What follows belongs to an exercise in optimizing a design on an open flow for small area, a short achievable clock period and few clock cycles; a production flow would make more cautious choices. At most, simulation tests tie the RTL to the original design; equivalence was not proved. Power is estimated from default activity; no workload was simulated.

maple:
==> flow/design.v (excerpt) <==
module nr_vadd (
    input  wire        clk,
    input  wire        rst,         
    input  wire        in_valid,
    input  wire [31:0] in_a,
    input  wire [31:0] in_b,
    output wire        in_ready,
    output reg         out_valid,
    output reg  [31:0] out_sum,
    input  wire        out_ready
);
    reg         v0, v1, v2, vk;
    reg         rdy;            
    reg         adv;            
    reg  [31:0] skid;
    assign in_ready = rdy;
    wire        ia_h  = |in_a[30:23];
    wire        ib_h  = |in_b[30:23];
    wire [7:0]  ia_ee = {in_a[30:24], in_a[23] | ~ia_h};
    wire [7:0]  ib_ee = {in_b[30:24], in_b[23] | ~ib_h};
    wire [3:0]  ia_eh = in_a[30:27], ib_eh = in_b[30:27];
    wire [3:0]  ia_el = in_a[26:23], ib_el = in_b[26:23];
    reg  [32:0] ra, rb;
    reg         bgt_h, beq_h, bgt_l;
    always @(posedge clk) if (adv) begin
        ra   <= {in_a[31], ia_ee, ia_h, in_a[22:0]};
        rb   <= {in_b[31], ib_ee, ib_h, in_b[22:0]};
        bgt_h <= ib_eh > ia_eh;
        beq_h <= ib_eh == ia_eh;
        bgt_l <= ib_el > ia_el;
    end
    wire [7:0]  a_ee = ra[31:24];
    wire [7:0]  b_ee = rb[31:24];
    wire        a_h  = ra[23];
    wire        b_h  = rb[23];
    wire        a_emax = &a_ee;
    wire        b_emax = &b_ee;
    wire        a_fz = ~|ra[22:0];
    wire        b_fz = ~|rb[22:0];
    wire        a_nan = a_emax & ~a_fz;
    wire        b_nan = b_emax & ~b_fz;
    wire        a_inf = a_emax & a_fz;
    wire        b_inf = b_emax & b_fz;
  ...
Size: about 1600 cells after synthesis, ~250 flip-flops, roughly 100 I/O pins, about 16000 um^2 of cells after synthesis.
Settings: LEC_CHECK=0, CAP_MARGIN=60, CORE_MARGIN=2, CORE_UTILIZATION=65, CTS_CLUSTER_DIAMETER=120, CTS_CLUSTER_SIZE=24, PLACE_DENSITY=0.85, SLEW_MARGIN=60; clock period 20.0 ns.
standard.sh (not shown) runs the stock make flow with config.mk's settings and CLKGATE_MAP_FILE= SYNTH_SCRIPT=/design/flow/synth_recipe.tcl, a recipe that flattens the netlist after the stock synthesis.
==> flow/flow/run.sh <==
#!/bin/bash
set -euo pipefail
export BUFFER_PORTS_ARGS="-buffer_cell sky130_fd_sc_hd__buf_2"
bash standard.sh finish > flow_make.log 2>&1
maple completed end to end with timing, DRC and antenna clean.
Testbench counts of maple, summed over its fixed seeds: cycles 16,024.
Modified inputs, pine compared to maple
Settings: PLACE_DENSITY now 0.75, was 0.85; CAP_MARGIN now 40, was 60; CORE_UTILIZATION now 60, was 65; SLEW_MARGIN now 40, was 60.
[summary]
- pine vs. maple: clock latency on the worst-skew pair saw a decrease; clock skew after layout saw little to no change; power consumption saw a decrease; die area saw an increase; detailed-route via count saw a decrease.
- pine reports its worst setup path startpoint as bgt_l while maple reports out_valid.
- Re count of non-filler cells in the finished layout: no difference whatsoever between pine and maple.

* * *

nr_vadd again, from the RTL that the note above started with.
Settings: LEC_CHECK=0, CAP_MARGIN=75, CORE_MARGIN=2, CORE_UTILIZATION=60, CTS_CLUSTER_DIAMETER=120, CTS_CLUSTER_SIZE=24, PLACE_DENSITY=0.75, SLEW_MARGIN=75; clock period 20.0 ns.
Scripts as last shown in full above: flow/flow/run.sh
Testbench counts at the start, summed over its fixed seeds: cycles 16,024.
Next try:
--- a/flow/config.mk
+++ b/flow/config.mk
@@ -7,3 +7,3 @@
 export LEC_CHECK = 0
-export CAP_MARGIN = 75
+export CAP_MARGIN = 60
 export CORE_MARGIN = 2
@@ -13,2 +13,2 @@
 export PLACE_DENSITY = 0.75
-export SLEW_MARGIN = 75
+export SLEW_MARGIN = 60
Result:
- design area fell by about 5%
- routed wire length fell by about 1.9%
- synthesized cell count does not change
- die area stays the same
- total power fell by 4.4%
- via count fell by about 0.8%
- core utilization fell by 3.6 points
- sequential power rose by about 0.5%
- setup slack improved by 0.014 ns
- register-to-register slack got worse by 0.17 ns
- global-route usage fell by 0.22 points

* * *

## v3
Another version of the RTL of nr_vadd (not shown whole).
For scale: about 1700 cells after synthesis, roughly 250 flip-flops, ~100 I/O pins.
==> flow/design.v (excerpt) <==
module nr_vadd (
    input  wire        clk,
    input  wire        rst,         
    input  wire        in_valid,
    input  wire [31:0] in_a,
    input  wire [31:0] in_b,
    output wire        in_ready,
    output reg         out_valid,
    output reg  [31:0] out_sum,
    input  wire        out_ready
);
==> flow/config.mk <==
export PLATFORM = sky130hd
export DESIGN_NAME = nr_vadd
export DESIGN_NICKNAME = nr_vadd
export VERILOG_FILES = /design/flow/design.v
export SDC_FILE = /design/flow/constraint.sdc
export NUM_CORES = 4
export LEC_CHECK = 0
export CAP_MARGIN = 20
export CORE_MARGIN = 2
export CORE_UTILIZATION = 40
export PLACE_DENSITY = 0.6
export SLEW_MARGIN = 20
==> flow/constraint.sdc <==
create_clock -name core_clock -period 20.0 [get_ports {clk}]
set_input_delay 4.0000 -clock core_clock [delete_from_list [all_inputs] [get_ports {clk}]]
set_output_delay 4.0000 -clock core_clock [all_outputs]
set_load 0.01 [all_outputs]
run.sh (not shown) runs the stock make flow with config.mk's settings and CLKGATE_MAP_FILE= SYNTH_SCRIPT=/design/flow/synth_recipe.tcl, a recipe that flattens the netlist after the stock synthesis.
Stock flow here: none of the scripts above is used.
[inputs] v36 vs v3
Settings: CAP_MARGIN changed from 20 to 90; SLEW_MARGIN changed from 20 to 90.
==> flow/flow/run.sh (new file) <==
#!/bin/bash
set -euo pipefail
export BUFFER_PORTS_ARGS="-buffer_cell sky130_fd_sc_hd__buf_2"
bash standard.sh finish > flow_make.log 2>&1
==> flow/standard.sh (new file) <==
#!/bin/bash
# synth_recipe.tcl (not shown) runs the flow's synth.tcl, then flattens the netlist and writes it again
# the make line also repeats each setting of config.mk as NAME=value (left out here)
make -C /OpenROAD-flow-scripts/flow DESIGN_CONFIG=/design/flow/config.mk WORK_HOME=/design/flow/orfs CLKGATE_MAP_FILE= SYNTH_SCRIPT=/design/flow/synth_recipe.tcl "${@:-finish}"
removed: flow/run.sh
Findings:
Looking at detailed placement HPWL across both flows, v36 is the weaker of the two, with v3 ahead.
v3 -> v36: parity-gate share of the synthesized area counting xor and xnor cells delta 0, exact match
Looking at v3 and v36, the synthesized cell count is a wash.
No final results exist for v36, since it was stopped by error DPL-0038 during 5_1_grt.
The count of flip-flops with a built-in enable after synthesis was comparable across v3 and v36.
Of v36 and v3, it is v36 that has the higher cell count after placement.
Against v3, v36 reports a cell area after placement that is higher.
Diff v3..v36 | adder and majority cell fraction of the synthesized area | negligible
v36 vs v3, pre-CTS setup slack went down by 6.07 ns.
v3 → v36: number of buffers created by CTS increased 1; routability congestion estimate went up by about 10%.
Setup changes, v36 to v13
Settings: SLEW_MARGIN now 20, was 90; CAP_MARGIN now 20, was 90.
==> comparison <==
- v13 | stages: all done | timing, DRC, antenna: all pass
- Going from v36 to v13, sequential area share after synthesis neither gained nor lost much; pre-CTS setup slack grew by 6.35 ns; total placed instance area has decreased.
Inputs modified between v13 and v24:
Settings: swapping 20 for 60 in SLEW_MARGIN; swapping 20 for 60 in CAP_MARGIN.
Notes after the runs:
- Summary of v24 over v13: sum of negative setup slack about even; number of buffer and inverter instances along the worst setup path went up; final instance count without filler cells about even; storage element area was more or less identical.
No functional check of the RTL was part of any run of this note.

-- afterwards: timing with drivers on the ports --
Ports are ideal in the flow. The routed layouts listed here were re-timed in OpenROAD. Step 1 assumes that a clkbuf_16 drives the clock port and a buf_2 every other input. Step 2 also shifts input and output timing later by t, the mid clock arrival at the registers, as if the neighbouring blocks saw the same clock. Three values: no drivers, after step 1, after step 2; two values: the first two.
run | t (ns) | setup slack, ns | worst setup path after step 2 | worst slew at a driven data input, ns
maple | 0.550 | 14.933 / 14.882 / 14.628 | input to register | 0.04
pine | 0.532 | 14.732 / 14.732 / 14.732 | register to register | 0.04
the first run of note 2 | 0.534 | 14.939 / 14.891 / 14.730 | input to register | 0.03
the second run of note 2 | 0.536 | 14.953 / 14.901 / 14.738 | input to register | 0.04
v3 | 0.617 | 14.498 / 14.442 / 14.261 | input to register | 0.05
v13 | 0.620 | 14.474 / 14.474 / 14.474 | register to register | 0.04
v24 | 0.617 | 14.771 / 14.771 / 14.626 | input to register | 0.04
After both steps every run listed still meets setup and hold. The setup slack of maple, which loses most, moves by -0.051 ns with the drivers and by -0.305 ns with both steps.
